Background: an optimization exercise with open tools, aiming at small area, a short achievable clock period and few clock cycles. Do not read the settings as production practice. Function was checked by simulation only, so behaviour that the tests miss may differ from the original. Power figures rest on the tool's default switching activity, not on a simulated workload.

==> design.v <==
module tz_hash (
    input  wire         clk,
    input  wire         rst,
    input  wire         in_valid,
    output wire         in_ready,
    input  wire [1:0]   in_op,
    input  wire [7:0]   in_data,
    output wire         idle,
    output wire [511:0] digest,
    output reg          err
);
    localparam [1:0] OP_INIT   = 2'd0;
    localparam [1:0] OP_ABSORB = 2'd1;
    localparam [1:0] OP_BIT    = 2'd2;
    localparam [1:0] OP_CAT    = 2'd3;
    localparam [126:0] ONE = 127'd1;
    function [126:0] fmulx;
        input [126:0] v;
        begin
            fmulx = {v[125:0], 1'b0};
            if (v[126])
                fmulx = fmulx ^ {63'd0, 1'b1, 62'd0, 1'b1};
        end
    endfunction
    function [126:0] fred;
        input [134:0] v;
        begin
            fred = v[126:0] ^ {56'd0, v[134:127], 55'd0, v[134:127]};
        end
    endfunction
    function [126:0] fmulx8;
        input [126:0] v;
        begin
            fmulx8 = fred({v, 8'd0});
        end
    endfunction
    function [196:0] ffold;
        input [196:0] v;
        begin
            ffold = {70'd0, v[126:0]} ^ ({127'd0, v[196:127]} << 63) ^ {127'd0, v[196:127]};
        end
    endfunction
    function [126:0] fmulxm120;
        input [126:0] v;
        reg [196:0] w;
        begin
            w = {v, 70'd0} ^ {63'd0, v, 7'd0} ^ {64'd0, v, 6'd0};
            w = ffold(ffold(w));
            fmulxm120 = w[126:0];
        end
    endfunction
    function [134:0] fmul8;
        input [126:0] v;
        input [7:0]   m;
        integer i;
        begin
            fmul8 = 135'd0;
            for (i = 0; i < 8; i = i + 1)
                if (m[i]) fmul8 = fmul8 ^ ({8'd0, v} << i);
        end
    endfunction
    reg [126:0] sa, sb, sc, sd;
    reg [126:0] u1, u2, u3, u4;
    reg         pv;         
    reg [1:0]   pop;
    reg [7:0]   pdata;
    reg         ph;         
    reg [5:0]   idx;        
    reg         bad;        
    reg         rdy;        
    reg         c_init, c_abs, c_mul, c_first, c_hi, c_sel3, c_wr, c_err;
    reg [3:0]   nib;        
    reg [7:0]   mb;         
    assign in_ready = rdy;
    assign idle     = !pv;
    assign digest   = {1'b0, sa, 1'b0, sb, 1'b0, sc, 1'b0, sd};
    wire accept = in_valid && rdy;
    wire        mul_now = pv && pop[1];            
    wire        n_pv    = accept || (pv && !rdy);
    wire [1:0]  n_pop   = accept ? in_op : pop;
    wire [7:0]  n_pdata = accept ? in_data : pdata;
    wire        n_ph    = (pv && pop == OP_ABSORB) ? !ph : ph;
    wire [5:0]  n_idx   = mul_now ? idx + 6'd1 : idx;
    wire        bad_now = bad || (pop == OP_CAT && idx[3:0] == 4'd0 && pdata[7]);
    wire        n_bad   = mul_now ? (bad_now && idx != 6'd63) : bad;
    wire        n_last  = n_idx == 6'd63;
    wire        n_busy  = (n_pop == OP_ABSORB && !n_ph) || (n_pop == OP_BIT && !n_last);
    reg [7:0] n_mb;
    always @(*) begin
        if (n_pop == OP_BIT) begin
            if (n_idx[3:0] != 4'd15)
                n_mb = 8'd0;
            else
                case (n_idx[5:4])
                    2'd0: n_mb = 8'h02;                       
                    2'd1: n_mb = {6'd0, n_pdata[0], 1'b1};    
                    2'd2: n_mb = 8'h01;                       
                    default: n_mb = {7'd0, n_pdata[0]};       
                endcase
        end else
            n_mb = n_pdata;
    end
    reg  [126:0] ta, tb, tc, td, xa, xc;
    integer k;
    always @(*) begin
        ta = sa; tb = sb; tc = sc; td = sd;
        for (k = 3; k >= 0; k = k - 1) begin
            xa = fmulx(ta) ^ tb;
            xc = fmulx(tc) ^ td;
            tb = ta ^ (nib[k] ? xa : 127'd0);
            td = tc ^ (nib[k] ? xc : 127'd0);
            ta = xa;
            tc = xc;
        end
    end
    wire [126:0] y1   = c_hi ? sb : sa;
    wire [126:0] y2   = c_hi ? sd : sc;
    wire [126:0] x1   = c_sel3 ? u3 : u1;
    wire [126:0] x2   = c_sel3 ? u4 : u2;
    wire [126:0] s1   = c_first ? (c_hi ? fmulxm120(x1) : 127'd0) : fmulx8(x1);
    wire [126:0] s2   = c_first ? (c_hi ? fmulxm120(x2) : 127'd0) : fmulx8(x2);
    wire [126:0] o1   = s1 ^ fred(fmul8(y1, mb));
    wire [126:0] o2   = s2 ^ fred(fmul8(y2, mb));
    always @(posedge clk) begin
        if (rst) begin
            pv      <= 1'b0;
            ph      <= 1'b0;
            idx     <= 6'd0;
            bad     <= 1'b0;
            rdy     <= 1'b1;
            c_init  <= 1'b0;
            c_abs   <= 1'b0;
            c_mul   <= 1'b0;
            c_wr    <= 1'b0;
            c_err   <= 1'b0;
            sa      <= ONE;
            sb      <= 127'd0;
            sc      <= 127'd0;
            sd      <= ONE;
            err     <= 1'b0;
        end else begin
            pv      <= n_pv;
            pop     <= n_pop;
            pdata   <= n_pdata;
            ph      <= n_ph;
            idx     <= n_idx;
            bad     <= n_bad;
            rdy     <= !n_pv || !n_busy;
            c_init  <= n_pv && n_pop == OP_INIT;
            c_abs   <= n_pv && n_pop == OP_ABSORB;
            c_mul   <= n_pv && n_pop[1];
            c_first <= n_idx[3:0] == 4'd0;
            c_hi    <= n_idx[5];
            c_sel3  <= n_idx[4];
            c_wr    <= n_pv && n_pop[1] && n_last && !n_bad;
            c_err   <= n_pv && n_pop[1] && n_last && n_bad;
            nib     <= n_ph ? n_pdata[3:0] : n_pdata[7:4];
            mb      <= n_mb;
            if (c_init) begin
                sa  <= ONE;
                sb  <= 127'd0;
                sc  <= 127'd0;
                sd  <= ONE;
                err <= 1'b0;
            end
            if (c_abs) begin
                sa <= ta;
                sb <= tb;
                sc <= tc;
                sd <= td;
            end
            if (c_mul) begin
                if (c_sel3) begin
                    u3 <= o1;
                    u4 <= o2;
                end else begin
                    u1 <= o1;
                    u2 <= o2;
                end
            end
            if (c_wr) begin
                sa <= u1;
                sb <= o1;
                sc <= u2;
                sd <= o2;
            end
            if (c_err)
                err <= 1'b1;
        end
    end
endmodule
==> run.sh <==
#!/bin/bash
# synth_recipe.tcl (not shown) runs the flow's synth.tcl, then flattens the netlist and writes it again
# the make line also repeats each setting of config.mk as NAME=value (left out here)
make -C /OpenROAD-flow-scripts/flow DESIGN_CONFIG=/design/flow/config.mk WORK_HOME=/design/flow/orfs CLKGATE_MAP_FILE= SYNTH_SCRIPT=/design/flow/synth_recipe.tcl finish
==> config.mk <==
export PLATFORM = sky130hd
export DESIGN_NAME = tz_hash
export DESIGN_NICKNAME = tz_hash
export VERILOG_FILES = /design/flow/design.v
export SDC_FILE = /design/flow/constraint.sdc
export NUM_CORES = 4
export LEC_CHECK = 0
export CAP_MARGIN = 20
export CORE_MARGIN = 2
export CORE_UTILIZATION = 30
export PLACE_DENSITY = 0.5
export SLEW_MARGIN = 20
==> constraint.sdc <==
create_clock -name core_clock -period 4.0 [get_ports {clk}]
set_input_delay 0.8000 -clock core_clock [delete_from_list [all_inputs] [get_ports {clk}]]
set_output_delay 0.8000 -clock core_clock [all_outputs]
set_load 0.01 [all_outputs]
==> summary.txt, run 1 <==
Run status
  – Status: timing/DRC/antenna clean

Synthesis
  – Yosys cell types: 84
  – Seq cells post-synth: ~1,100
  – Synth Cell Area: 0.106 mm²
  – Mean post-synth cell area: 8.67 µm²
  – Cells after Synth: 12,276
  – Most area-consuming cells after synthesis: xnor2_1 (21%), edfxtp_1 (15%), xor2_1 (10%)
  – Post-synth EDFFs: between 500 and 600
  – Synth area leader: xnor2_1
  – Total number of yosys warnings: 1
  – Async SR Flop Fraction: 0%
  – Dominant register cell in the synthesized netlist: edfxtp_1
  – Post-synth top area share: a little over a fifth
  – Sequential fraction of the synthesis area: between 20% and 30%

Die
  – Die ar.: around 0.36 mm²
  – Die Y: approximately 600 µm
  – Site Rows: approximately 220
  – Top Ports: roughly 530
  – Initial core utilization: 30.2%
  – Core region area: 0.353 mm²
  – DIE WIDTH: 600 µm

Pwr
  – Worst vdd ir: ~0.28 mV
  – Leakage power: 41.8 nW
  – PwrDens: roughly 380 mW/mm²

Routing
  – Iter 0 DRT Violations: 8,873
  – Met2 routed WL: roughly 220 mm
  – Final ANT Viol Nets: 0
  – Routed len/inst: roughly 26 µm
  – DRC: 0
  – Drt via density: about 5.4
  – Post-Route WL: ~460 mm
  – Met3 routed WL: approximately 28 mm
  – Top layer in use: met5
  – Via count: 92,395
  – Drt pass-1 iters: 7
  – WL met1: approximately 180 mm

Clock network
  – Post-CTS setup buffer count: 0
  – Clk slew on worst S/H paths: roughly 0.07 ns
  – PostCTS Resize Cnt: 0
  – Clock Tree Root: clkbuf_16
  – H-tree levels: 4
  – Sink Count: around 1,100
  – CTS Buf Count: between 100 and 150
  – Max clock buf depth: 4
  – Worst-skew pair later-pin latency: between 0.8 and 0.9 ns
  – TritonCTS clock tree: done
  – CTS Hold Buffers Added: 0

Layout
  – Area Growth Syn to Fin: 15.1%
  – Most frequent cells in the layout: xnor2_1 (2,594), nand2_1 (2,550), xor2_1 (1,210), o22ai_1 (636), a22oi_1 (550)
  – Most common cell after layout, fill and taps aside: xnor2_1
  – Nets: 12,430
  – Fraction of layout cells with a size suffix above 1: 6.78%
  – Non-Filler Instances: ~17,000

Setup path
  – Critical path startpoint category: register
  – WP data arrival: between 4 and 5 ns
  – Crit Path Class: reg2reg
  – Crit-path max FO: 53
  – Worst path required time: 4.71 ns
  – Critical path endpoint category: register

Global route
  – Initial antenna violation count: 20
  – Largest net degree at the start of global routing: 171
  – Vias in the first global route: roughly 89,000
  – Wire length of the first global-routing pass: ~660 mm
  – Total grt overflow: 0
  – GR Util All Layers: about a quarter

Timing
  – Min Tclk post-route: around 3.5 ns
  – Fmax: between 200 and 300 MHz
  – Max-slew headroom: 16.7%
  – Skew final: approximately 0.064 ns
  – Worst slew pin tran: 1.25 ns
  – Fin. Hold Viols: 0
  – Hold_ws: 0.414 ns
  – Setup_tns: 0 ns
  – Pins Over Slew Limit: 0
  – Final cycle utilization of the critical path: about 88%
  – Final setup fails: 0
  – RSZ-0062 raised after global routing: false
  – Worst Setup Slack, final: 0.482 ns

Min path
  – Worst hold path type: in2reg

Run
  – Total of max-cap violations: 0

Placement
  – Final HPWL DP: roughly 320 mm
  – Dpl cells: approximately 17,000
  – Pre-CTS WS: roughly 0.61 ns
  – IO buf count: 523
  – Gp weighted congestion: ~0.9
-- critical path, stage by stage (launching register included) --
cell and delay [ns]:
edfxtp_1 0.48, inv_6 0.65, buf_4 0.31, nor2_1 0.09, xnor3_1 0.30, and3_1 0.30, nor2_1 0.17, and3b_1 0.22
o41ai_1 0.68, a21oi_1 0.14
-- kinds of logic after synthesis --
group / synth area share (%)
mux: 5.95
simple gates: 12.1
flops: 24.9
xor+xnor: 39.6
fa+ha+maj: 0.0706
other cells: 0.00352
buf+inv: 3.40
compound gates: 14.0
-- registers in the layout, summed over array words and instances (netlist names), 2 cells and up --
name and flops:
mb 8, nib 4, sa 127, u4 127, sd 127, u1 127, idx 6, u3 127
sb 127, pdata 8, u2 127, sc 127, pop 2
-- per-layer routing --
metal | track usage [%] | vias to the layer above
li1 | - | 42272
met1 | 29.6 | 45703
met2 | 41.3 | 3548
met3 | 3.53 | 866
met4 | 14.6 | 6
met5 | 0 | -
-- layout make-up --
| cell class | count | area [µm²] |
|---|---|---|
| multi-input combinational | 10350 | 76400 |
| inverter | 27 | 126 |
| tap | 4730 | 5920 |
| antenna | 12 | 30.0 |
| clock buffer | 197 | 4100 |
| sequential | 1057 | 26500 |
| timing repair buffer | 827 | 8730 |
| clock inverter | 66 | 701 |
| fill | 36349 | 230000 |
-- cells in the mapped netlist, drive strengths merged, types with 13 or more instances --
cell	number
buf	274
mux2	267
nand2b	32
a22oi	550
a221oi	49
a222oi	23
edfxtp	533
xor2	1213
nand2	2554
o21ai	379
dfxtp	524
a21oi	445
xnor2	2598
a21o	13
inv	27
o211a	36
nor2	417
nor3	71
and2	49
clkbuf	571
a211oi	64
xor3	68
xnor3	313
or2	27
o21a	45
mux2i	302
a21boi	14
o22ai	636
nor3b	13
and3	34
nand3	23
-- stage by stage --
step | power (W) | utilization, % | area [µm²]
final | 0.0467 | 34.7 | 122000
after global routing | 0.0485 | 34.7 | 122000
after CTS | 0.0466 | 34.7 | 122000
after detailed placement | 0.0329 | 33.3 | 118000
after global placement | 0.0329 | 33.3 | 118000
after floorplan | 0.0272 | - | 106000
-- power breakdown --
| group | switching, W | internal [W] | leakage (nW) |
|---|---|---|---|
| registers | 0.000816 | 0.0122 | 9.13 |
| clock network | 0.00558 | 0.00805 | 2.34 |
| logic | 0.0115 | 0.00858 | 30.4 |
| total | 0.0179 | 0.0288 | 41.8 |
-- path summary, 6_finish.rpt --
check	from	to	slack [ns]	cells past startpoint
min	rst	err	0.41	2
min reg2reg	c_err	err	0.45	2
max reg2reg	nib[3]	sb[18]	0.48	9
max	nib[3]	sb[18]	0.48	9
Testbench counts, summed over its fixed seeds: cycles 69,312.
==> run 2, diff against run 1 <==
--- a/design.v
+++ b/design.v
@@ -36,15 +36,18 @@
     endfunction
-    function [196:0] ffold;
-        input [196:0] v;
-        begin
-            ffold = {70'd0, v[126:0]} ^ ({127'd0, v[196:127]} << 63) ^ {127'd0, v[196:127]};
-        end
-    endfunction
-    function [126:0] fmulxm120;
-        input [126:0] v;
-        reg [196:0] w;
-        begin
-            w = {v, 70'd0} ^ {63'd0, v, 7'd0} ^ {64'd0, v, 6'd0};
-            w = ffold(ffold(w));
-            fmulxm120 = w[126:0];
+    function [126:0] fmulxm128;
+        input [126:0] v;
+        reg [252:0] w;
+        begin
+            w = {v, 126'd0} ^ {1'b0, v, 125'd0} ^ {65'd0, v, 61'd0};
+            w = {126'd0, w[126:0]} ^ ({127'd0, w[252:127]} << 63) ^ {127'd0, w[252:127]};
+            w = {126'd0, w[126:0]} ^ ({127'd0, w[252:127]} << 63) ^ {127'd0, w[252:127]};
+            fmulxm128 = w[126:0];
+        end
+    endfunction
+    function [126:0] fmulx128;
+        input [126:0] v;
+        reg [190:0] w;
+        begin
+            w = {v, 64'd0};
+            fmulx128 = w[126:0] ^ {w[190:127], 63'd0} ^ {63'd0, w[190:127]} ^ fmulx(v);
         end
@@ -70,3 +73,3 @@
     reg         rdy;        
-    reg         c_init, c_abs, c_mul, c_first, c_hi, c_sel3, c_wr, c_err;
+    reg         c_init, c_abs, c_mul, c_first, c_hi, c_wr, c_err;
     reg [3:0]   nib;        
@@ -102,21 +105,19 @@
     end
-    reg  [126:0] ta, tb, tc, td, xa, xc;
-    integer k;
-    always @(*) begin
-        ta = sa; tb = sb; tc = sc; td = sd;
-        for (k = 3; k >= 0; k = k - 1) begin
-            xa = fmulx(ta) ^ tb;
-            xc = fmulx(tc) ^ td;
-            tb = ta ^ (nib[k] ? xa : 127'd0);
-            td = tc ^ (nib[k] ? xc : 127'd0);
-            ta = xa;
-            tc = xc;
-        end
-    end
+    wire [126:0] a1, a2, a3, a4, na, nb;
+    wire [126:0] c1, c2, c3, c4, nc, nd;
+    tz_xstep xa1 (.a(sa), .p(sb), .y(a1));
+    tz_tstep xa2 (.a(a1), .p(sa), .t(nib[3]), .y(a2));
+    tz_tstep xa3 (.a(a2), .p(a1), .t(nib[2]), .y(a3));
+    tz_tstep xa4 (.a(a3), .p(a2), .t(nib[1]), .y(a4));
+    tz_bstep xb4 (.a(a4), .p(a3), .t(nib[0]), .y(nb));
+    tz_xstep xc1 (.a(sc), .p(sd), .y(c1));
+    tz_tstep xc2 (.a(c1), .p(sc), .t(nib[3]), .y(c2));
+    tz_tstep xc3 (.a(c2), .p(c1), .t(nib[2]), .y(c3));
+    tz_tstep xc4 (.a(c3), .p(c2), .t(nib[1]), .y(c4));
+    tz_bstep xd4 (.a(c4), .p(c3), .t(nib[0]), .y(nd));
+    wire [126:0] ta = a4, tb = nb, tc = c4, td = nd;
     wire [126:0] y1   = c_hi ? sb : sa;
     wire [126:0] y2   = c_hi ? sd : sc;
-    wire [126:0] x1   = c_sel3 ? u3 : u1;
-    wire [126:0] x2   = c_sel3 ? u4 : u2;
-    wire [126:0] s1   = c_first ? (c_hi ? fmulxm120(x1) : 127'd0) : fmulx8(x1);
-    wire [126:0] s2   = c_first ? (c_hi ? fmulxm120(x2) : 127'd0) : fmulx8(x2);
+    wire [126:0] s1   = fmulx8(c_first ? (c_hi ? u3 : 127'd0) : u1);
+    wire [126:0] s2   = fmulx8(c_first ? (c_hi ? u4 : 127'd0) : u2);
     wire [126:0] o1   = s1 ^ fred(fmul8(y1, mb));
@@ -153,3 +154,2 @@
             c_hi    <= n_idx[5];
-            c_sel3  <= n_idx[4];
             c_wr    <= n_pv && n_pop[1] && n_last && !n_bad;
@@ -172,8 +172,7 @@
             if (c_mul) begin
-                if (c_sel3) begin
-                    u3 <= o1;
-                    u4 <= o2;
-                end else begin
-                    u1 <= o1;
-                    u2 <= o2;
+                u1 <= o1;
+                u2 <= o2;
+                if (c_first) begin
+                    u3 <= fmulxm128(u1);
+                    u4 <= fmulxm128(u2);
                 end
@@ -181,5 +180,5 @@
             if (c_wr) begin
-                sa <= u1;
+                sa <= fmulx128(u3);
                 sb <= o1;
-                sc <= u2;
+                sc <= fmulx128(u4);
                 sd <= o2;
@@ -191 +190,24 @@
 endmodule
+module tz_xstep (
+    input  wire [126:0] a,
+    input  wire [126:0] p,
+    output wire [126:0] y
+);
+    assign y = {a[125:0], 1'b0} ^ {63'd0, a[126], 62'd0, a[126]} ^ p;
+endmodule
+module tz_tstep (
+    input  wire [126:0] a,
+    input  wire [126:0] p,
+    input  wire         t,
+    output wire [126:0] y
+);
+    assign y = {a[125:0], 1'b0} ^ {63'd0, a[126], 62'd0, a[126]} ^ p ^ (t ? a : 127'd0);
+endmodule
+module tz_bstep (
+    input  wire [126:0] a,
+    input  wire [126:0] p,
+    input  wire         t,
+    output wire [126:0] y
+);
+    assign y = p ^ (t ? a : 127'd0);
+endmodule
--- a/config.mk
+++ b/config.mk
@@ -12 +12,2 @@
 export SLEW_MARGIN = 20
+export SYNTH_HIERARCHICAL = 1
==> summary.txt, run 2 <==
Setup path
  – Critical path endpoint category: register
  – Crit-path max FO: 44
  – Crit path from: c_hi
  – CP Buf/Inv Count: 2
  – Worst-path cell chain: buf_12, buf_12, mux2_2, nand2_1, xor3_1, xnor3_1, xnor2_1, a222oi_1, nor2_1
  – Crit-path leading delay family: XOR/XNOR gates
  – Critical path startpoint category: register
  – WP data arrival: between 4 and 5 ns
  – Crit Path Class: reg2reg
  – Most used cell, CP: buf_12
  – Slowest cell delay on critical path: approximately 0.52 ns
  – Worst flop-to-flop path startpoint: c_hi
  – Worst path required time: 4.66 ns
  – Slowest cell on the critical path: edfxtp_1

Layout
  – Area Growth Syn to Fin: 15.4%
  – Fillcell total: 34,119
  – Most frequent cells in the layout: nand2_1 (3,027), xnor2_1 (2,060), xor2_1 (1,933), edfxtp_1 (532), clkdlybuf4s50_1 (522)
  – Fraction of layout cells with a size suffix above 1: 10.5%
  – Most common cell after layout, fill and taps aside: nand2_1
  – Nets: approximately 12,000
  – Final Cell Area: around 0.12 mm²
  – Non-Filler Instances: approximately 16,000

Synthesis
  – Synth area leader: xnor2_1
  – Most common cell in the netlist: nand2_1
  – Total number of yosys warnings: 7
  – Mean post-synth cell area: about 9 µm²
  – Post-synth EDFFs: between 500 and 600
  – Sequential fraction of the synthesis area: between 20% and 30%
  – Most area-consuming cells after synthesis: xnor2_1 (18%), xor2_1 (17%), edfxtp_1 (16%)
  – Yosys cell types: 55
  – Seq cells post-synth: between 1,000 and 1,500
  – Synth Cell Area: roughly 0.10 mm²
  – Async SR Flop Fraction: 0%
  – Post-synth top area share: between 15 and 20%
  – Commonest cells in the synthesized netlist: nand2_1 (3,027), xnor2_1 (2,060), xor2_1 (1,933)
  – Dominant register cell in the synthesized netlist: edfxtp_1
  – Cells after Synth: roughly 11,000

Routing
  – Drt pass-1 iters: 15
  – Drt via density: about 5
  – Iter 0 DRT Violations: around 8,600
  – Routed len/inst: between 20 and 25 µm
  – Final ANT Viol Nets: 0
  – Post-Route WL: about 390 mm
  – Via count: about 80,000
  – DRC: 0

Timing
  – Fmax: ~290 MHz
  – Min Tclk post-route: 3.44 ns
  – Worst slew pin tran: approximately 1.2 ns
  – Fin. Hold Viols: 0
  – Max-slew headroom: 20.8%
  – Final cycle utilization of the critical path: a little under nine tenths
  – Skew final: 0.0451 ns
  – Setup_tns: 0 ns
  – RSZ-0062 raised after global routing: false
  – Final setup fails: 0
  – Pins Over Slew Limit: 0

Global route
  – GR Util All Layers: 22.1%
  – Initial antenna violation count: 11
  – Vias in the first global route: slightly below 80,000
  – Total grt overflow: 0
  – Wire length of the first global-routing pass: approximately 570 mm
  – Largest net degree at the start of global routing: between 100 and 150

Placement
  – Dpl cell area: between 0.1 and 0.15 mm²
  – IO buf count: between 500 and 600
  – Gp weighted congestion: between 0.8 and 0.9
  – Final HPWL DP: between 200 and 300 mm
  – Dpl cells: between 15,000 and 20,000

Pwr
  – Worst vdd ir: between 0.2 and 0.25 mV
  – Leakage power: between 40 and 50 nW
  – PwrDens: 495 mW/mm²

Die
  – Core region area: about 0.33 mm²
  – Die ar.: 0.338 mm²
  – DIE WIDTH: just under 600 µm
  – Top Ports: approximately 530
  – Initial core utilization: around 30%
  – Site Rows: 211
  – Die Y: 581 µm

Clock network
  – TritonCTS clock tree: done
  – Clock Tree Root: clkbuf_16
  – Worst-skew pair later-pin latency: ~0.83 ns
  – Post-CTS setup buffer count: 0
  – Sink Count: approximately 1,100
  – CTS Hold Buffers Added: 0
  – Max clock buf depth: 4
  – H-tree levels: 4
  – Clk slew on worst S/H paths: 0.06 ns
  – CTS Buf Count: ~150
  – PostCTS Resize Cnt: 0

Run
  – Total of max-cap violations: 0

Min path
  – Worst hold path type: in2reg
  – Worst hold start: rst

Run status
  – Status: timing/DRC/antenna clean
run 2: per-stage QoR:
step	worst slack [ns]	util (%)	total power (W)	hold slack, ns
floorplan	-4.56	-	0.0365	0.413
global placement	0.610	33.4	0.0434	0.420
detailed placement	0.654	33.4	0.0433	0.433
CTS	0.578	34.8	0.0573	0.265
global route	0.338	34.8	0.0603	0.307
finish	0.563	34.8	0.0571	0.319
run 2: power breakdown:
part / leakage, nW / switching [W] / internal [W] / total, W
clock: 2.38 / 0.00557 / 0.00815 / 0.0137
sequential: 9.11 / 0.000877 / 0.0123 / 0.0132
combinational: 33.5 / 0.0169 / 0.0132 / 0.0302
total: 45.0 / 0.0234 / 0.0337 / 0.0571
run 2: cell type report:
| type | instances | area [µm²] | area share (%) |
|---|---|---|---|
| multi-input cells | 9582 | 69800 | 60.6 |
| well taps | 4366 | 5460 | 4.74 |
| clock buffers | 186 | 4050 | 3.52 |
| inverters | 100 | 385 | 0.334 |
| flip-flops and latches | 1056 | 26500 | 23.0 |
| diodes | 4 | 10.0 | 0.00868 |
| clock inverters | 76 | 781 | 0.677 |
| repair buffers | 798 | 8290 | 7.19 |
run 2: path summary, 6_finish.rpt:
| kind | to | slack [ns] | depth (start not counted) |
|---|---|---|---|
| hold / removal | bad | 0.32 | 2 |
| setup / recovery | sb[68] | 0.56 | 9 |
| hold reg to reg | err | 0.46 | 2 |
| setup reg to reg | sb[68] | 0.56 | 9 |
run 2: cells by family (layout without fill, tap and decap cells):
logic type	Yosys count	in the layout	synth area share (%)
AO/OA/AOI/OAI	1003	1003	7.57
XOR/XNOR	4423	4423	43.2
adder cells (fa/ha/maj)	6	6	0.0751
buffers and inverters	774	1160	3.67
flip-flops	1056	1056	26.5
multiplexers	267	267	3.09
other	1	8	0.00375
AND/OR/NAND/NOR	3879	3879	15.9
run 2: Yosys stat by module (local to each module, per instance):
| module | flip-flops and latches | cells | cell area [µm²] |
|---|---|---|---|
| tz_bstep | 0 | 268 | 1690 |
| tz_hash | 1056 | 8249 | 74900 |
| tz_xstep | 0 | 127 | 1130 |
| tz_tstep | 0 | 395 | 3230 |
run 2: per-layer routing:
metal,vias to the layer above,global-route usage [%],part of all wire (%)
met2,2830,32.4,42
met1,39301,32.5,47
met4,12,5.11,2.2
met3,355,4.89,8.5
met5,-,0,0.020
li1,37652,-,-
run 2: worst register-to-register path: cells and delay by family (launching register included):
family          cells  cell delay, ns
compound gates      1            0.40
flops               1            0.52
buf+inv             2            0.55
simple gates        2            0.17
xor+xnor            3            1.10
mux                 1            0.53
Testbench counts of run 2, summed over its fixed seeds: cycles 69,312.
==> run 3, diff against run 2 <==
--- a/design.v
+++ b/design.v
@@ -136,7 +136,2 @@
             c_err   <= 1'b0;
-            sa      <= ONE;
-            sb      <= 127'd0;
-            sc      <= 127'd0;
-            sd      <= ONE;
-            err     <= 1'b0;
         end else begin
@@ -158,15 +153,2 @@
             mb      <= n_mb;
-            if (c_init) begin
-                sa  <= ONE;
-                sb  <= 127'd0;
-                sc  <= 127'd0;
-                sd  <= ONE;
-                err <= 1'b0;
-            end
-            if (c_abs) begin
-                sa <= ta;
-                sb <= tb;
-                sc <= tc;
-                sd <= td;
-            end
             if (c_mul) begin
@@ -178,2 +160,18 @@
                 end
+            end
+        end
+    end
+    always @(posedge clk) begin
+        if (rst || c_init) begin
+            sa  <= ONE;
+            sb  <= 127'd0;
+            sc  <= 127'd0;
+            sd  <= ONE;
+            err <= 1'b0;
+        end else begin
+            if (c_abs) begin
+                sa <= ta;
+                sb <= tb;
+                sc <= tc;
+                sd <= td;
             end
--- a/config.mk
+++ b/config.mk
@@ -11,2 +11,3 @@
 export PLACE_DENSITY = 0.5
+export SETUP_SLACK_MARGIN = 1.3
 export SLEW_MARGIN = 20
==> summary.txt, run 3 <==
Run status
  – Status: timing/DRC/antenna clean

Timing
  – Pins Over Slew Limit: 0
  – RSZ-0062 raised after global routing: true
  – Min Tclk post-route: 3.00 ns
  – Skew final: roughly 0.077 ns
  – Max-slew headroom: about 32%
  – Final cycle utilization of the critical path: between 70% and 80%
  – Setup_tns: 0 ns
  – Worst slew pin tran: about 1.0 ns
  – Hold_ws: ~0.43 ns
  – Final setup fails: 0
  – Fin. Hold Viols: 0
  – Fmax: around 330 MHz

Routing
  – Final ANT Viol Nets: 0
  – Drt pass-1 iters: 5
  – Drt via density: 4.83
  – DRC: 0
  – Iter 0 DRT Violations: 6,128
  – Via count: roughly 86,000
  – Post-Route WL: a little over 400 mm
  – Routed len/inst: ~23 µm

Global route
  – Initial antenna violation count: 13
  – Vias in the first global route: slightly above 80,000
  – GR Util All Layers: 21.6%
  – Total grt overflow: 0
  – Wire length of the first global-routing pass: 570 mm
  – Largest net degree at the start of global routing: 117

Die
  – Top Ports: around 530
  – Initial core utilization: a little under a third
  – Die Y: around 590 µm
  – Site Rows: 215
  – Die ar.: between 0.3 and 0.4 mm²
  – Core region area: about 0.34 mm²
  – DIE WIDTH: approximately 590 µm

Synthesis
  – Post-synth top area share: about 21%
  – Dominant register cell in the synthesized netlist: edfxtp_1
  – Synth Cell Area: 0.103 mm²
  – Async SR Flop Fraction: 0%
  – Sequential fraction of the synthesis area: between 20% and 30%
  – Most common cell in the netlist: nand2_1
  – Post-synth EDFFs: 532
  – Cells after Synth: between 10,000 and 15,000
  – Synth area leader: xnor2_1
  – Seq cells post-synth: around 1,100
  – Total number of yosys warnings: 7
  – Most area-consuming cells after synthesis: xnor2_1 (21%), xor2_1 (16%), edfxtp_1 (15%)
  – Mean post-synth cell area: about 9 µm²
  – Commonest cells in the synthesized netlist: nand2_1 (3,040), xnor2_1 (2,446), xor2_1 (1,892)
  – Yosys cell types: 50

Setup path
  – Most used cell, CP: buf_16
  – Worst-path cell chain: buf_12, buf_16, buf_16, buf_6, buf_16, buf_12, nand2_8, xnor2_4, xor2_2, xnor2_2, buf_4, xor2_2, xnor2_2, nand2_1, xnor2_1, mux2i_1, nand2_1, o211a_1
  – Worst path required time: around 4.7 ns
  – Crit-path max FO: 7
  – Crit Path Class: reg2reg
  – Critical path startpoint category: register
  – WP data arrival: between 3 and 4 ns
  – Slowest cell delay on critical path: 0.37 ns
  – Slowest cell on the critical path: edfxtp_1
  – Critical path endpoint category: register

Clock network
  – Clock Tree Root: clkbuf_16
  – H-tree levels: 4
  – Max clock buf depth: 4
  – Clk slew on worst S/H paths: roughly 0.060 ns
  – TritonCTS clock tree: done
  – Worst-skew pair later-pin latency: ~0.85 ns
  – Sink Count: approximately 1,100
  – CTS Buf Count: ~150

Layout
  – Fillcell total: 32,243
  – Nets: 13,073
  – Utilization after layout: approximately 44%
  – Most frequent cells in the layout: nand2_1 (2,541), xnor2_1 (1,634), xor2_1 (1,038), buf_4 (914), xnor2_2 (746)
  – Area Growth Syn to Fin: 46.6%
  – Most common cell after layout, fill and taps aside: nand2_1
  – Fraction of layout cells with a size suffix above 1: approximately 38%

Pwr
  – PwrDens: approximately 530 mW/mm²
  – Leakage power: 61.8 nW
  – Worst vdd ir: about 0.44 mV

Min path
  – Worst hold path type: reg2reg

Placement
  – Final HPWL DP: about 260 mm
  – Gp weighted congestion: 0.837
  – IO buf count: approximately 520

Run
  – Total of max-cap violations: 0
-- run 3: cell count changes after synthesis, sizes merged, moves of 79 or more --
cell    delta
a21oi    -128
a222oi   -287
mux2i    +378
o311ai    -81
xnor2    +387
inv       -79
xnor3    -171
a22oi    -127
o211a    +165
a211oi   +381
nor2     -169
nor2b    +122
-- run 3: stage by stage --
| step | power (W) | worst slack, ns | cell area, µm² | std cells |
|---|---|---|---|---|
| 2_1_floorplan | 0.0392 | -4.57 | 103000 | 11783 |
| 3_3_place_gp | 0.0463 | 0.667 | 114000 | 16413 |
| 6_report | 0.0803 | 1.00 | 151000 | 17729 |
| 5_1_grt | 0.0840 | 0.862 | 151000 | 17728 |
| 4_1_cts | 0.0694 | 1.02 | 135000 | 17213 |
| 3_5_place_dp | 0.0462 | 0.619 | 114000 | 16413 |
-- run 3: worst paths after layout --
check | startpoint | to | slack (ns) | cells past startpoint
worst min register to register | c_err | err | 0.43 | 2
worst min-delay path | c_err | err | 0.43 | 2
worst max-delay path | nib[3] | sb[94] | 1.00 | 18
worst max register to register | nib[3] | sb[94] | 1.00 | 18
-- run 3: cell families after synthesis --
| family | synth area share (%) |
|---|---|
| fa+ha+maj | 0.0727 |
| other cells | 0.00363 |
| mux | 7.37 |
| flops | 25.6 |
| compound gates | 6.62 |
| simple gates | 15.7 |
| xor+xnor | 41.0 |
| buf+inv | 3.55 |
-- run 3: per-module statistics from Yosys, one instance, submodules excluded --
module / times used / flip-flops and latches / cells / cell area [µm²]
tz_tstep: 6 / 0 / 395 / 3230
tz_hash: 1 / 1056 / 8620 / 78200
tz_xstep: 2 / 0 / 127 / 1130
tz_bstep: 2 / 0 / 268 / 1690
-- run 3: worst max-delay path: cells and delay by family, from the launching register on --
family	cells	cell delay [ns]
flip-flops	1	0.37
multiplexers	1	0.16
AO/OA/AOI/OAI	1	0.11
XOR/XNOR	6	1.04
buffers and inverters	7	1.02
AND/OR/NAND/NOR	3	0.20
-- run 3: cell type report --
type                    instances  area, µm²  area share (%)
multi-input cells           10039      95000            62.8
flip-flops and latches       1056      27200            18.0
repair buffers               1791      18500            12.2
well taps                    4557       5700            3.77
clock buffers                 184       3960            2.62
clock inverters                79        863           0.571
inverters                      21       86.3          0.0571
diodes                          2       5.00         0.00331
-- run 3: power by group --
| group | switching (W) | total [W] | internal [W] |
|---|---|---|---|
| logic | 0.0253 | 0.0529 | 0.0275 |
| clock network | 0.00560 | 0.0136 | 0.00803 |
| registers | 0.00136 | 0.0138 | 0.0124 |
| total | 0.0323 | 0.0803 | 0.0480 |
-- run 3: routing by layer --
metal	global-route usage, %	routed length, µm
met1	30.2	183000
met5	0	56
met4	5.62	11800
met3	3.67	26100
met2	34.1	189000
-- run 3: repair_timing --
item	4_1_cts	5_1_grt
resized for setup	2079	1993
cloned	39	23
endpoints found under the setup margin	1157	747
hold buffers	0	0
pin swaps	584	1530
setup buffers	498	491
Testbench counts of run 3, summed over its fixed seeds: cycles 69,312.
==> run 4, diff against run 3 <==
--- a/design.v
+++ b/design.v
@@ -54,10 +54,14 @@
     endfunction
-    function [134:0] fmul8;
+    function [126:0] fmul8;
         input [126:0] v;
         input [7:0]   m;
+        reg   [126:0] w;
         integer i;
         begin
-            fmul8 = 135'd0;
-            for (i = 0; i < 8; i = i + 1)
-                if (m[i]) fmul8 = fmul8 ^ ({8'd0, v} << i);
+            fmul8 = 127'd0;
+            w = v;
+            for (i = 0; i < 8; i = i + 1) begin
+                if (m[i]) fmul8 = fmul8 ^ w;
+                w = fmulx(w);
+            end
         end
@@ -73,3 +77,4 @@
     reg         rdy;        
-    reg         c_init, c_abs, c_mul, c_first, c_hi, c_wr, c_err;
+    reg         idl;        
+    reg         c_init, c_abs, c_mul, c_first, c_hi, c_sw, c_wb, c_unsw;
     reg [3:0]   nib;        
@@ -77,15 +82,18 @@
     assign in_ready = rdy;
-    assign idle     = !pv;
+    assign idle     = idl;
     assign digest   = {1'b0, sa, 1'b0, sb, 1'b0, sc, 1'b0, sd};
     wire accept = in_valid && rdy;
-    wire        mul_now = pv && pop[1];            
-    wire        n_pv    = accept || (pv && !rdy);
-    wire [1:0]  n_pop   = accept ? in_op : pop;
-    wire [7:0]  n_pdata = accept ? in_data : pdata;
-    wire        n_ph    = (pv && pop == OP_ABSORB) ? !ph : ph;
-    wire [5:0]  n_idx   = mul_now ? idx + 6'd1 : idx;
-    wire        bad_now = bad || (pop == OP_CAT && idx[3:0] == 4'd0 && pdata[7]);
-    wire        n_bad   = mul_now ? (bad_now && idx != 6'd63) : bad;
-    wire        n_last  = n_idx == 6'd63;
-    wire        n_busy  = (n_pop == OP_ABSORB && !n_ph) || (n_pop == OP_BIT && !n_last);
+    wire        mul_now  = pv && pop[1];           
+    wire        end_now  = mul_now && idx == 6'd63;
+    wire        consumed = pv && (pop == OP_ABSORB ? ph : (pop == OP_BIT ? idx == 6'd63 : 1'b1));
+    wire        n_pv     = accept || (pv && !consumed);
+    wire [1:0]  n_pop    = accept ? in_op : pop;
+    wire [7:0]  n_pdata  = accept ? in_data : pdata;
+    wire        n_ph     = (pv && pop == OP_ABSORB) ? !ph : ph;
+    wire [5:0]  n_idx    = mul_now ? idx + 6'd1 : idx;
+    wire        bad_now  = bad || (pop == OP_CAT && idx[3:0] == 4'd0 && pdata[7]);
+    wire        n_bad    = mul_now ? (bad_now && idx != 6'd63) : bad;
+    wire        n_last   = n_idx == 6'd63;
+    wire        n_busy   = (n_pop == OP_ABSORB && !n_ph) || n_pop == OP_BIT ||
+                           (n_pop == OP_CAT && n_last);
     reg [7:0] n_mb;
@@ -105,4 +113,4 @@
     end
-    wire [126:0] a1, a2, a3, a4, na, nb;
-    wire [126:0] c1, c2, c3, c4, nc, nd;
+    wire [126:0] a1, a2, a3, a4, nb;
+    wire [126:0] c1, c2, c3, c4, nd;
     tz_xstep xa1 (.a(sa), .p(sb), .y(a1));
@@ -117,9 +125,6 @@
     tz_bstep xd4 (.a(c4), .p(c3), .t(nib[0]), .y(nd));
-    wire [126:0] ta = a4, tb = nb, tc = c4, td = nd;
-    wire [126:0] y1   = c_hi ? sb : sa;
-    wire [126:0] y2   = c_hi ? sd : sc;
-    wire [126:0] s1   = fmulx8(c_first ? (c_hi ? u3 : 127'd0) : u1);
-    wire [126:0] s2   = fmulx8(c_first ? (c_hi ? u4 : 127'd0) : u2);
-    wire [126:0] o1   = s1 ^ fred(fmul8(y1, mb));
-    wire [126:0] o2   = s2 ^ fred(fmul8(y2, mb));
+    wire [126:0] s1 = fmulx8(c_first ? (c_hi ? u3 : 127'd0) : u1);
+    wire [126:0] s2 = fmulx8(c_first ? (c_hi ? u4 : 127'd0) : u2);
+    wire [126:0] o1 = s1 ^ fmul8(sa, mb);
+    wire [126:0] o2 = s2 ^ fmul8(sc, mb);
     always @(posedge clk) begin
@@ -131,2 +136,3 @@
             rdy     <= 1'b1;
+            idl     <= 1'b1;
             c_init  <= 1'b0;
@@ -134,4 +140,5 @@
             c_mul   <= 1'b0;
-            c_wr    <= 1'b0;
-            c_err   <= 1'b0;
+            c_sw    <= 1'b0;
+            c_wb    <= 1'b0;
+            c_unsw  <= 1'b0;
         end else begin
@@ -143,3 +150,4 @@
             bad     <= n_bad;
-            rdy     <= !n_pv || !n_busy;
+            rdy     <= !(n_pv && n_busy);
+            idl     <= !n_pv && n_idx == 6'd0 && !end_now;
             c_init  <= n_pv && n_pop == OP_INIT;
@@ -149,4 +157,5 @@
             c_hi    <= n_idx[5];
-            c_wr    <= n_pv && n_pop[1] && n_last && !n_bad;
-            c_err   <= n_pv && n_pop[1] && n_last && n_bad;
+            c_sw    <= n_pv && n_pop[1] && n_idx == 6'd31;
+            c_wb    <= end_now && !bad_now;
+            c_unsw  <= end_now && bad_now;
             nib     <= n_ph ? n_pdata[3:0] : n_pdata[7:4];
@@ -172,14 +181,20 @@
             if (c_abs) begin
-                sa <= ta;
-                sb <= tb;
-                sc <= tc;
-                sd <= td;
-            end
-            if (c_wr) begin
+                sa <= a4;
+                sb <= nb;
+                sc <= c4;
+                sd <= nd;
+            end
+            if (c_sw || c_unsw) begin
+                sa <= sb;
+                sb <= sa;
+                sc <= sd;
+                sd <= sc;
+            end
+            if (c_wb) begin
                 sa <= fmulx128(u3);
-                sb <= o1;
+                sb <= u1;
                 sc <= fmulx128(u4);
-                sd <= o2;
-            end
-            if (c_err)
+                sd <= u2;
+            end
+            if (c_unsw)
                 err <= 1'b1;
--- a/config.mk
+++ b/config.mk
@@ -11,3 +11,2 @@
 export PLACE_DENSITY = 0.5
-export SETUP_SLACK_MARGIN = 1.3
 export SLEW_MARGIN = 20
==> summary.txt, run 4 <==
Run status
  – Status: timing/DRC/antenna clean

Layout
  – Most frequent cells in the layout: nand2_1 (3,628), xnor2_1 (2,651), xor2_1 (1,693), edfxtp_1 (532), dfxtp_1 (524)
  – Utilization after layout: 34.6%
  – Fillcell total: about 36,000
  – Non-Filler Instances: 17,678
  – Most common cell after layout, fill and taps aside: nand2_1
  – Fraction of layout cells with a size suffix above 1: 8.81%
  – Nets: 13,016
  – Area Growth Syn to Fin: 15.0%
  – Final Cell Area: between 0.1 and 0.15 mm²

Global route
  – GRT Max-Usage Layer: met2
  – Wire length of the first global-routing pass: 587 mm
  – Met3 usage: roughly 4.4%
  – Total grt overflow: 0
  – Met2 Resource Use GR: about a third
  – Vias in the first global route: around 83,000
  – GR Util All Layers: around 22%
  – GR Layer Usage met1: a little under a third
  – Initial antenna violation count: 9
  – Largest net degree at the start of global routing: about 140

Setup path
  – Crit Path Class: reg2reg
  – Crit-path max FO: 9
  – Critical path startpoint category: register
  – Worst path required time: between 4 and 5 ns
  – WP data arrival: between 4 and 5 ns
  – Flop-to-flop setup slack: ~0.67 ns
  – Critical path endpoint category: register

Synthesis
  – Seq cells post-synth: about 1,100
  – Synth Cell Area: ~0.10 mm²
  – Dominant register cell in the synthesized netlist: edfxtp_1
  – Post-synth top area share: between 20% and 30%
  – Total number of yosys warnings: 7
  – Mean post-synth cell area: 8.01 µm²
  – Yosys cell types: 60
  – Async SR Flop Fraction: 0%
  – Most common cell in the netlist: nand2_1
  – Post-synth EDFFs: 532
  – Synth area leader: xnor2_1
  – Commonest cells in the synthesized netlist: nand2_1 (3,629), xnor2_1 (2,651), xor2_1 (1,693)
  – Sequential fraction of the synthesis area: approximately a quarter
  – Cells after Synth: 12,890
  – Most area-consuming cells after synthesis: xnor2_1 (22%), edfxtp_1 (15%), xor2_1 (14%)

Timing
  – Worst slew pin tran: approximately 1.1 ns
  – Pins Over Slew Limit: 0
  – Worst Setup Slack, final: 0.665 ns
  – Fin. Hold Viols: 0
  – Final cycle utilization of the critical path: about 83%
  – RSZ-0062 raised after global routing: false
  – Min Tclk post-route: 3.33 ns
  – Skew final: ~0.099 ns
  – Final setup fails: 0
  – Fmax: 300 MHz
  – Max-slew headroom: roughly 29%

Routing
  – Iter 0 DRT Violations: approximately 7,400
  – Drt via density: between 4 and 5
  – Post-Route WL: approximately 400 mm
  – Via count: 86,806
  – Drt pass-1 iters: 5
  – DRC: 0
  – Final ANT Viol Nets: 0
  – Routed len/inst: about 23 µm

Clock network
  – Worst-skew pair later-pin latency: around 0.89 ns
  – CTS Hold Buffers Added: 0
  – CTS Buf Count: between 150 and 200
  – Max clock buf depth: 4
  – Clk slew on worst S/H paths: approximately 0.060 ns
  – H-tree levels: 4
  – TritonCTS clock tree: done
  – Sink Count: about 1,100
  – Clock Tree Root: clkbuf_16
  – Post-CTS setup buffer count: 0
  – PostCTS Resize Cnt: 0

Die
  – DIE WIDTH: a little under 600 µm
  – Die Y: between 500 and 600 µm
  – Die ar.: ~0.35 mm²
  – Site Rows: ~220
  – Initial core utilization: between 30% and 40%
  – Core region area: approximately 0.34 mm²
  – Top Ports: between 500 and 600

Placement
  – Dpl cell area: approximately 0.11 mm²
  – IO buf count: 523
  – Pre-CTS WS: 0.733 ns
  – Dpl cells: 17,401
  – Final HPWL DP: around 270 mm
  – Gp weighted congestion: 0.840

Pwr
  – Leakage power: around 45 nW
  – Worst vdd ir: 0.296 mV
  – Pwr Total: between 0.05 and 0.06 W
  – PwrDens: roughly 480 mW/mm²

Run
  – Total of max-cap violations: 0

Min path
  – Worst hold path type: reg2reg
[run 4: cell types whose count changed in the layout (fill, tap and decap cells not counted), sizes merged, moves of 188 or more]
| cell | before | now |
|---|---|---|
| a211oi | 383 | 149 |
| a21oi | 261 | 471 |
| buf | 1248 | 430 |
| clkdlybuf4s50 | 323 | 523 |
| mux2 | 256 | 2 |
| mux2i | 390 | 202 |
| nand2 | 3310 | 3871 |
| nand3 | 3 | 263 |
| o211a | 245 | 0 |
| xnor2 | 2688 | 2893 |
| xor2 | 1893 | 1697 |
[run 4: kinds of logic (layout without fill, tap and decap cells)]
kind of cell / after synthesis / count (layout) / share of synthesized area [%]
other cells: 1 / 6 / 0.00363
xor+xnor: 4605 / 4605 / 41.0
flops: 1058 / 1058 / 25.7
fa+ha+maj: 6 / 6 / 0.0727
compound gates: 1247 / 1247 / 7.57
simple gates: 4747 / 4747 / 18.9
buf+inv: 1022 / 1248 / 4.82
mux: 204 / 204 / 1.98
[run 4: report_power, final]
group	total, W	switching [W]	internal, W
clock	0.0142	0.00582	0.00837
combinational	0.0293	0.0162	0.0131
sequential	0.0131	0.000813	0.0123
[run 4: final timing paths]
kind | start | endpoint | cells past startpoint
worst min register to register | sb[59] | sa[59] | 2
worst max register to register | sa[16] | sb[18] | 14
worst max-delay path | sa[16] | sb[18] | 14
worst min-delay path | sb[59] | sa[59] | 2
[run 4: stage by stage]
step | TNS (ns) | hold slack [ns]
finish | 0 | 0.431
CTS | 0 | 0.429
global placement | 0 | 0.442
floorplan | -1361.97 | 0.423
detailed placement | 0 | 0.439
global route | 0 | 0.461
[run 4: worst max-delay path, cell delays in order, from the launching register on]
cell	delay [ns]
dfxtp_1	0.43
buf_4	0.26
xor2_1	0.37
nand2_1	0.12
xnor2_1	0.43
nand2_1	0.13
xnor2_1	0.40
xor2_1	0.24
xnor2_1	0.17
nand2_1	0.10
xnor2_1	0.21
nand2_1	0.07
nand3_1	0.10
o211ai_1	0.10
a21oi_1	0.15
[run 4: cell type report]
class	instances	area, µm²	share of cell area (%)
tap	4557	5700	4.80
antenna	2	5.00	0.00421
inverter	20	82.6	0.0695
multi-input combinational	10813	71900	60.5
sequential	1058	26500	22.3
timing repair buffer	953	9610	8.09
clock inverter	70	708	0.596
clock buffer	205	4290	3.61
[run 4: per-module statistics from Yosys (local to each module, per instance)]
| module | flip-flops and latches | cells inside |
|---|---|---|
| tz_bstep | 0 | 268 |
| tz_xstep | 0 | 127 |
| tz_hash | 1058 | 9730 |
| tz_tstep | 0 | 395 |
[run 4: layer usage]
metal / vias to the layer above / wire length (µm) / share of wire, %
met2: 2682 / 175000 / 44
met4: 4 / 10100 / 2.5
li1: 41319 / - / -
met1: 42400 / 184000 / 46
met5: - / 27 / 0.0068
met3: 401 / 29600 / 7.4
Testbench counts of run 4, summed over its fixed seeds: cycles 69,724.
==> run 5, diff against run 4 <==
--- a/config.mk
+++ b/config.mk
@@ -9,4 +9,4 @@
 export CORE_MARGIN = 2
-export CORE_UTILIZATION = 30
-export PLACE_DENSITY = 0.5
+export CORE_UTILIZATION = 55
+export PLACE_DENSITY = 0.68
 export SLEW_MARGIN = 20
==> summary.txt, run 5 <==
Timing
  – RSZ-0062 raised after global routing: false
  – Final cycle utilization of the critical path: approximately 86%
  – Min Tclk post-route: approximately 3.4 ns
  – Fmax: between 200 and 300 MHz
  – Skew final: 0.0324 ns
  – Final setup fails: 0
  – Fin. Hold Viols: 0
  – Worst Setup Slack, final: 0.556 ns
  – Worst slew pin tran: between 1 and 1.5 ns
  – Pins Over Slew Limit: 0
  – Setup_tns: 0 ns
  – Max-slew headroom: 20.9%

Layout
  – Most frequent cells in the layout: nand2_1 (3,628), xnor2_1 (2,651), xor2_1 (1,693), edfxtp_1 (532), dfxtp_1 (524)
  – Seq. cell area: between 0.02 and 0.03 mm²
  – Fillcell total: approximately 16,000
  – Area Growth Syn to Fin: 11.5%
  – Number of inserted diodes: 0
  – Fraction of layout cells with a size suffix above 1: under 10%
  – Most common cell after layout, fill and taps aside: nand2_1
  – Nets: between 10,000 and 15,000
  – Multi-input gate area: between 0.07 and 0.08 mm²

Setup path
  – WP data arrival: 4.12 ns
  – Worst-path cell chain: buf_12, buf_12, nand2_1, xnor2_1, xor2_1, xnor2_1, xor2_1, xnor2_1, nand2_1, xnor2_1, nand3_1, a21oi_1, a221oi_1, nor2_1
  – Worst path required time: 4.68 ns
  – Crit Path Class: reg2reg
  – Most used cell, CP: xnor2_1
  – Crit-path max FO: 64
  – Slowest cell delay on critical path: 0.40 ns
  – Slowest cell on the critical path: edfxtp_1
  – Critical path startpoint category: register
  – Critical path endpoint category: register
  – Crit-path leading delay family: XOR/XNOR gates
  – CP Buf/Inv Count: 2
  – Cell count along the critical path: 14
  – Worst reg2reg path depth: 14

Die
  – Die ar.: between 0.15 and 0.2 mm²
  – Site Rows: approximately 160
  – DIE WIDTH: roughly 440 µm
  – Core region area: ~0.19 mm²
  – Top Ports: 528
  – Die Y: roughly 440 µm
  – Initial core utilization: a little under three fifths

Synthesis
  – Most area-consuming cells after synthesis: xnor2_1 (22%), edfxtp_1 (15%), xor2_1 (14%)
  – Mean post-synth cell area: between 8 and 9 µm²
  – Async SR Flop Fraction: 0%
  – Most common cell in the netlist: nand2_1
  – Cells after Synth: roughly 13,000
  – Post-synth EDFFs: approximately 530
  – Dominant register cell in the synthesized netlist: edfxtp_1
  – Synth area leader: xnor2_1
  – Seq cells post-synth: about 1,100
  – Synth Cell Area: slightly above 0.1 mm²
  – Total number of yosys warnings: 7
  – Post-synth top area share: ~22%
  – Yosys cell types: 60
  – Sequential fraction of the synthesis area: between 20% and 30%
  – Commonest cells in the synthesized netlist: nand2_1 (3,629), xnor2_1 (2,651), xor2_1 (1,693)

Placement
  – Pre-CTS WS: around 0.7 ns
  – IO buf count: approximately 520
  – Gp weighted congestion: a little over 0.9
  – Final HPWL DP: 235 mm

Clock network
  – Sink Count: 1,058
  – TritonCTS clock tree: done
  – Clk slew on worst S/H paths: roughly 0.06 ns
  – H-tree levels: 4
  – Post-CTS setup buffer count: 0
  – PostCTS Resize Cnt: 0
  – Max clock buf depth: 3
  – CTS Buf Count: about 140
  – Worst-skew pair later-pin latency: about 0.81 ns
  – Clock Tree Root: clkbuf_16
  – CTS Hold Buffers Added: 0

Global route
  – Vias in the first global route: around 91,000
  – GR Util All Layers: around 36%
  – Total grt overflow: 0
  – Initial antenna violation count: 0
  – Largest net degree at the start of global routing: between 150 and 200
  – Wire length of the first global-routing pass: 549 mm

Run status
  – Status: timing/DRC/antenna clean

Min path
  – Cells on Worst Hold Path: 1
  – Worst hold path type: reg2reg

Routing
  – Drt pass-1 iters: 7
  – Post-Route WL: approximately 360 mm
  – Final ANT Viol Nets: 0
  – Drt via density: between 5 and 6
  – Via count: 92,126
  – Routed len/inst: between 20 and 25 µm
  – Iter 0 DRT Violations: ~11,000
  – DRC: 0

Pwr
  – Leakage power: 44.3 nW
  – Worst vdd ir: approximately 0.38 mV
  – PwrDens: a little under 500 mW/mm²

Run
  – Total of max-cap violations: 0
run 5: worst paths after layout:
| kind | from | end | slack, ns |
|---|---|---|---|
| hold / removal | bad | c_wb | 0.47 |
| setup reg to reg | nib[3] | sb[62] | 0.56 |
| setup / recovery | nib[3] | sb[62] | 0.56 |
| hold reg to reg | bad | c_wb | 0.47 |
run 5: cell type report:
cell class	count	share of cell area (%)
clock buffers	195	3.40
clock inverters	55	0.553
inverters	20	0.0717
multi-input cells	10813	62.4
flip-flops and latches	1058	23.0
well taps	2495	2.71
repair buffers	902	7.85
run 5: worst reg2reg max path: stages (launching register included):
cell	delay, ns
edfxtp_1	0.40
buf_12	0.24
buf_12	0.43
nand2_1	0.16
xnor2_1	0.39
xor2_1	0.15
xnor2_1	0.38
xor2_1	0.23
xnor2_1	0.17
nand2_1	0.11
xnor2_1	0.16
nand3_1	0.09
a21oi_1	0.08
a221oi_1	0.24
nor2_1	0.07
run 5: cells by family (layout without fill, tap and decap cells):
group / count (synthesis) / in the layout / synth area share [%]
other cells: 1 / 4 / 0.00363
fa+ha+maj: 6 / 6 / 0.0727
simple gates: 4747 / 4747 / 18.9
mux: 204 / 204 / 1.98
flops: 1058 / 1058 / 25.7
xor+xnor: 4605 / 4605 / 41.0
compound gates: 1247 / 1247 / 7.57
buf+inv: 1022 / 1172 / 4.82
run 5: report_power, final:
part / leakage, nW / internal [W] / switching, W
clock network: 2.23 / 0.00761 / 0.00535
logic: 32.9 / 0.0131 / 0.0163
registers: 9.13 / 0.0123 / 0.000770
total: 44.3 / 0.0330 / 0.0224
run 5: metrics by stage:
| step | area [µm²] | std cells | total power, W | hold WS, ns | util (%) |
|---|---|---|---|---|---|
| detailed placement | 111000 | 15288 | 0.0421 | 0.455 | 59.1 |
| global placement | 111000 | 15286 | 0.0413 | 0.459 | 59.1 |
| floorplan | 103000 | 12893 | 0.0366 | 0.423 | - |
| finish | 115000 | 15538 | 0.0554 | 0.469 | 61.5 |
| global route | 115000 | 15538 | 0.0585 | 0.494 | 61.5 |
| CTS | 115000 | 15538 | 0.0552 | 0.468 | 61.5 |
run 5: routing by layer:
metal | global-route usage, % | up-vias | wire length, µm
li1 | - | 41188 | -
met1 | 48.3 | 44473 | 143000
met2 | 54.6 | 5392 | 153000
met3 | 6.99 | 1073 | 37500
met4 | 22.0 | 0 | 24200
met5 | 0 | - | 0
run 5: per-module statistics from Yosys, one instance, submodules excluded:
module    cells inside  copies in the design  area [µm²]  flip-flops and latches
tz_bstep           268                     2        1690                       0
tz_hash           9730                     1       78300                    1058
tz_tstep           395                     6        3230                       0
tz_xstep           127                     2        1130                       0
==> run 6, diff against run 5 <==
--- a/design.v
+++ b/design.v
@@ -80,2 +80,3 @@
     reg [3:0]   nib;        
+    reg [3:0]   nibc_n;     
     reg [7:0]   mb;         
@@ -121,6 +122,6 @@
     tz_xstep xc1 (.a(sc), .p(sd), .y(c1));
-    tz_tstep xc2 (.a(c1), .p(sc), .t(nib[3]), .y(c2));
-    tz_tstep xc3 (.a(c2), .p(c1), .t(nib[2]), .y(c3));
-    tz_tstep xc4 (.a(c3), .p(c2), .t(nib[1]), .y(c4));
-    tz_bstep xd4 (.a(c4), .p(c3), .t(nib[0]), .y(nd));
+    tz_tstep xc2 (.a(c1), .p(sc), .t(!nibc_n[3]), .y(c2));
+    tz_tstep xc3 (.a(c2), .p(c1), .t(!nibc_n[2]), .y(c3));
+    tz_tstep xc4 (.a(c3), .p(c2), .t(!nibc_n[1]), .y(c4));
+    tz_bstep xd4 (.a(c4), .p(c3), .t(!nibc_n[0]), .y(nd));
     wire [126:0] s1 = fmulx8(c_first ? (c_hi ? u3 : 127'd0) : u1);
@@ -161,2 +162,3 @@
             nib     <= n_ph ? n_pdata[3:0] : n_pdata[7:4];
+            nibc_n  <= ~(n_ph ? n_pdata[3:0] : n_pdata[7:4]);
             mb      <= n_mb;
@@ -172,31 +174,43 @@
     end
+    reg  [126:0] ka, kb, kc, kd;
+    always @(*) begin
+        if (rst || c_init) begin
+            ka = ONE;
+            kb = 127'd0;
+            kc = 127'd0;
+            kd = ONE;
+        end else if (c_sw || c_unsw) begin
+            ka = sb;
+            kb = sa;
+            kc = sd;
+            kd = sc;
+        end else if (c_wb) begin
+            ka = fmulx128(u3);
+            kb = u1;
+            kc = fmulx128(u4);
+            kd = u2;
+        end else begin
+            ka = sa;
+            kb = sb;
+            kc = sc;
+            kd = sd;
+        end
+    end
+    wire         abs_go = c_abs && !rst;
+    wire [126:0] da, db, dc, dd;
+    tz_mux2 ma (.s(abs_go), .a(a4), .b(ka), .y(da));
+    tz_mux2 mb_ (.s(abs_go), .a(nb), .b(kb), .y(db));
+    tz_mux2 mc (.s(abs_go), .a(c4), .b(kc), .y(dc));
+    tz_mux2 md (.s(abs_go), .a(nd), .b(kd), .y(dd));
     always @(posedge clk) begin
-        if (rst || c_init) begin
-            sa  <= ONE;
-            sb  <= 127'd0;
-            sc  <= 127'd0;
-            sd  <= ONE;
+        sa <= da;
+        sb <= db;
+        sc <= dc;
+        sd <= dd;
+    end
+    always @(posedge clk) begin
+        if (rst || c_init)
             err <= 1'b0;
-        end else begin
-            if (c_abs) begin
-                sa <= a4;
-                sb <= nb;
-                sc <= c4;
-                sd <= nd;
-            end
-            if (c_sw || c_unsw) begin
-                sa <= sb;
-                sb <= sa;
-                sc <= sd;
-                sd <= sc;
-            end
-            if (c_wb) begin
-                sa <= fmulx128(u3);
-                sb <= u1;
-                sc <= fmulx128(u4);
-                sd <= u2;
-            end
-            if (c_unsw)
-                err <= 1'b1;
-        end
+        else if (c_unsw)
+            err <= 1'b1;
     end
@@ -218,2 +232,10 @@
 endmodule
+module tz_mux2 (
+    input  wire         s,
+    input  wire [126:0] a,
+    input  wire [126:0] b,
+    output wire [126:0] y
+);
+    assign y = s ? a : b;
+endmodule
 module tz_bstep (
--- a/config.mk
+++ b/config.mk
@@ -9,4 +9,5 @@
 export CORE_MARGIN = 2
-export CORE_UTILIZATION = 55
-export PLACE_DENSITY = 0.68
+export CORE_UTILIZATION = 30
+export PLACE_DENSITY = 0.5
+export SETUP_SLACK_MARGIN = 1.0
 export SLEW_MARGIN = 20
==> summary.txt, run 6 <==
Setup path
  – Crit-path leading delay family: buffers and inverters
  – CP Buf/Inv Count: 1
  – Worst-path cell chain: clkdlybuf4s50_1
  – Crit Path Class: reg2out
  – Crit-path max FO: 4
  – Flop-to-flop setup slack: 1.07 ns
  – WP data arrival: ~2.2 ns
  – Worst flop-to-flop path startpoint: nibc_n[3]
  – Slowest cell on the critical path: clkdlybuf4s50_1
  – Worst path required time: roughly 3.2 ns
  – Slowest cell delay on critical path: 0.91 ns
  – Crit Reg-Reg Endpoint: sd[120]
  – Critical path startpoint category: register
  – Worst reg2reg path depth: 12
  – Critical path endpoint category: output port

Clock network
  – Clk slew on worst S/H paths: about 0.05 ns
  – Worst-skew pair later-pin latency: about 0.87 ns
  – Clock Tree Root: clkbuf_16
  – CTS Buf Count: between 150 and 200
  – Max clock buf depth: 4
  – H-tree levels: 4
  – CTS Hold Buffers Added: 0
  – TritonCTS clock tree: done
  – Sink Count: approximately 1,100

Synthesis
  – Total number of yosys warnings: 7
  – Largest family of logic cells by synthesized area: XOR/XNOR gates
  – Synth area leader: xnor2_1
  – Async SR Flop Fraction: 0%
  – Synth Cell Area: roughly 0.11 mm²
  – Mux contribution to synthesized area: roughly a tenth
  – Dominant register cell in the synthesized netlist: edfxtp_1
  – Commonest cells in the synthesized netlist: nand2_1 (2,818), xnor2_1 (2,810), xor2_1 (1,539)
  – Adder-cell share of the synthesized area: less than 1%
  – Compound-cell area share of the yosys netlist: 5.81%
  – Most area-consuming cells after synthesis: xnor2_1 (23%), edfxtp_1 (15%), xor2_1 (13%)
  – Post-synth EDFFs: around 540
  – Yosys cell types: 49
  – Sequential fraction of the synthesis area: about 25%
  – Post-synth top area share: 23.1%
  – Most common cell in the netlist: nand2_1
  – Post-synthesis xor/xnor area fraction: between 30% and 40%
  – Seq cells post-synth: between 1,000 and 1,500
  – Mean post-synth cell area: roughly 8.5 µm²
  – Post-Synth Simple-Gate Area: between 15 and 20%
  – Cells after Synth: approximately 12,000

Timing
  – Worst Setup Slack, final: 0.990 ns
  – Max-slew headroom: approximately a quarter
  – Final cycle utilization of the critical path: ~75%
  – Fin. Hold Viols: 0
  – Worst slew pin tran: around 1.1 ns
  – RSZ-0062 raised after global routing: true
  – Setup_tns: 0 ns
  – Min Tclk post-route: roughly 3.0 ns
  – Pins Over Slew Limit: 0
  – Final setup fails: 0
  – Skew final: 0.0435 ns
  – Fmax: between 300 and 400 MHz

Routing
  – Routed len/inst: ~22 µm
  – Iter 0 DRT Violations: about 6,000
  – Drt pass-1 iters: 6
  – Via count: between 80,000 and 90,000
  – DRC: 0
  – Post-Route WL: 379 mm
  – Drt via density: approximately 4.8
  – Final ANT Viol Nets: 0

Global route
  – Largest net degree at the start of global routing: between 100 and 150
  – Initial antenna violation count: 12
  – GR Util All Layers: between 20 and 25%
  – Wire length of the first global-routing pass: 558 mm
  – Total grt overflow: 0
  – Vias in the first global route: roughly 81,000

Layout
  – Most common cell after layout, fill and taps aside: nand2_1
  – Multi-input gate area: approximately 0.077 mm²
  – Fraction of layout cells with a size suffix above 1: between 10% and 20%
  – Non-Filler Instances: 17,536
  – Nets: around 13,000
  – Fillcell total: ~37,000
  – Utilization after layout: around 35%
  – Seq. cell area: 0.0266 mm²
  – Most frequent cells in the layout: nand2_1 (2,818), xnor2_1 (2,591), xor2_1 (1,499), nor2_1 (653), edfxtp_1 (536)
  – Area Growth Syn to Fin: 17.4%

Pwr
  – Switching Power: approximately 0.038 W
  – Pwr Total: around 0.087 W
  – PwrDens: 698 mW/mm²
  – Worst vdd ir: 0.380 mV
  – Internal power: about 0.049 W
  – Clk pwr share: 16.4%
  – Combinational power share: between 60% and 70%
  – Leakage power: ~48 nW
  – Switching part of the total power: between 40% and 50%
  – Part of the power in registers: between 10% and 20%

Run status
  – Status: timing/DRC/antenna clean

Die
  – Die ar.: ~0.36 mm²
  – Core region area: roughly 0.35 mm²
  – Site Rows: 218
  – DIE WIDTH: 600 µm
  – Initial core utilization: a little under a third
  – Top Ports: approximately 530
  – Die Y: between 500 and 600 µm

Min path
  – Worst hold path type: reg2reg
  – Cells on Worst Hold Path: 1
  – Worst hold start: bad
  – Hold endpoint: c_wb

Placement
  – Final HPWL DP: around 270 mm
  – IO buf count: 523
  – Dpl cells: about 17,000
  – Pre-CTS WS: a little over 0.9 ns
  – Gp weighted congestion: 0.827

Run
  – Total of max-cap violations: 0
[run 6: cell count changes in the layout (fill, tap and decap cells not counted), sizes merged, moves of 126 or more]
cell,previous run,this run
mux2i,202,388
nand3,263,4
o211ai,126,0
mux2,2,510
xnor2,2893,3050
a211oi,149,508
a221oi,174,0
xor2,1697,1541
nor2,333,654
nand2,3871,3058
a21oi,471,130
o21ai,173,8
[run 6: cell type report]
cell class,count,area share [%]
sequential,1062,21.3
multi-input combinational,10413,61.6
clock buffer,211,3.43
clock inverter,73,0.591
tap,4730,4.74
timing repair buffer,1017,8.26
inverter,28,0.117
antenna,2,0.00400
[run 6: per-stage QoR]
stage                     cell area [µm²]  hold slack (ns)
after floorplan                    106000            0.424
after global placement             118000            0.436
after detailed placement           118000            0.437
after CTS                          123000            0.448
after global routing               125000            0.474
final                              125000            0.446
[run 6: logic make-up (layout without fill, tap and decap cells)]
group | Yosys count | after routing
AO/OA/AOI/OAI | 912 | 912
flip-flops | 1062 | 1062
buffers and inverters | 1001 | 1329
adder cells (fa/ha/maj) | 6 | 6
multiplexers | 898 | 898
AND/OR/NAND/NOR | 3988 | 3988
XOR/XNOR | 4605 | 4605
other | 1 | 6
[run 6: timing repair]
| action | 4_1_cts | 5_1_grt |
|---|---|---|
| buffers inserted | 2 | 6 |
| resized for setup | 86 | 263 |
| pin swaps | 0 | 7 |
| gates cloned | 3 | 1 |
| setup endpoints to repair | 158 | 211 |
[run 6: power by group through the flow]
stage | clock network [W] | logic, W | registers (W)
floorplan | 0 | 0.0449 | 0.0150
global placement | 0 | 0.0556 | 0.0149
detailed placement | 0 | 0.0557 | 0.0149
CTS | 0.0148 | 0.0563 | 0.0147
global route | 0.0151 | 0.0635 | 0.0148
finish | 0.0143 | 0.0582 | 0.0147
[run 6: worst max path at each step]
stage                          from     endpoint  slack [ns]  cells past startpoint
after floorplan                 rst        u3[0]       -4.54                      3
after global placement       nib[3]       sb[63]        0.89                     10
after detailed placement     nib[3]       sb[25]        0.90                     10
after CTS                   sc[126]  digest[254]        0.88                      2
after global routing      nibc_n[3]        sd[4]        0.92                     12
final                       sb[123]  digest[379]        0.99                      1
[run 6: layer usage]
metal  vias to the layer above  share of wire (%)  GRT usage, %
met3                       446                5.8          3.49
li1                      40456                  -             -
met4                        10                3.4          6.19
met2                      1849                 45          32.0
met1                     40553                 46          28.1
met5                         -              0.018             0
[run 6: Yosys stat by module, one instance, submodules excluded]
| module | cell area [µm²] | cells | copies in the design | flops+latches |
|---|---|---|---|---|
| tz_mux2 | 1640 | 141 | 4 | 0 |
| tz_hash | 74900 | 8749 | 1 | 1062 |
| tz_bstep | 1690 | 268 | 2 | 0 |
| tz_xstep | 1130 | 127 | 2 | 0 |
| tz_tstep | 3230 | 395 | 6 | 0 |
Testbench counts of run 6, summed over its fixed seeds: cycles 69,724.

re-timing with driven ports:
The flow's constraints put no driver on any port. The routed layouts listed below were extracted and timed again, unchanged, in two steps. Step 1 (the two cells are an assumption about what drives the block):
set clk [get_ports {clk}]
set_driving_cell -lib_cell sky130_fd_sc_hd__clkbuf_16 $clk
set_driving_cell -lib_cell sky130_fd_sc_hd__buf_2 [delete_from_list [all_inputs] $clk]
Step 2 also shifts input and output timing later by t, the mid clock arrival at the registers, as if the neighbouring blocks saw the same clock. Slacks: no drivers / after step 1 / after step 2; pairs: no drivers / after step 1.
run | shift t [ns] | setup slack, ns | hold WS [ns] | latest minus earliest clock arrival (ns) | cell pins on the clock port's net
run 1 | 0.940 | 0.482 / 0.482 / 0.482 | 0.414 / 0.342 / 0.449 | 0.073 / 0.073 | 1
run 2 | 0.912 | 0.563 / 0.563 / 0.563 | 0.319 / 0.292 / 0.461 | 0.047 / 0.046 | 1
run 3 | 0.910 | 1.003 / 1.003 / 0.658 | 0.430 / 0.430 / 0.430 | 0.091 / 0.092 | 1
run 4 | 0.946 | 0.665 / 0.665 / 0.665 | 0.431 / 0.431 / 0.431 | 0.102 / 0.102 | 1
run 5 | 0.895 | 0.556 / 0.556 / 0.556 | 0.469 / 0.469 / 0.469 | 0.035 / 0.035 | 1
run 6 | 0.952 | 0.990 / 0.885 / 0.913 | 0.446 / 0.446 / 0.446 | 0.049 / 0.049 | 1
After both steps setup and hold are still met in every run listed. For run 3, which loses most, drivers alone change the setup slack by 0.000 ns; drivers and shift together by -0.345 ns.
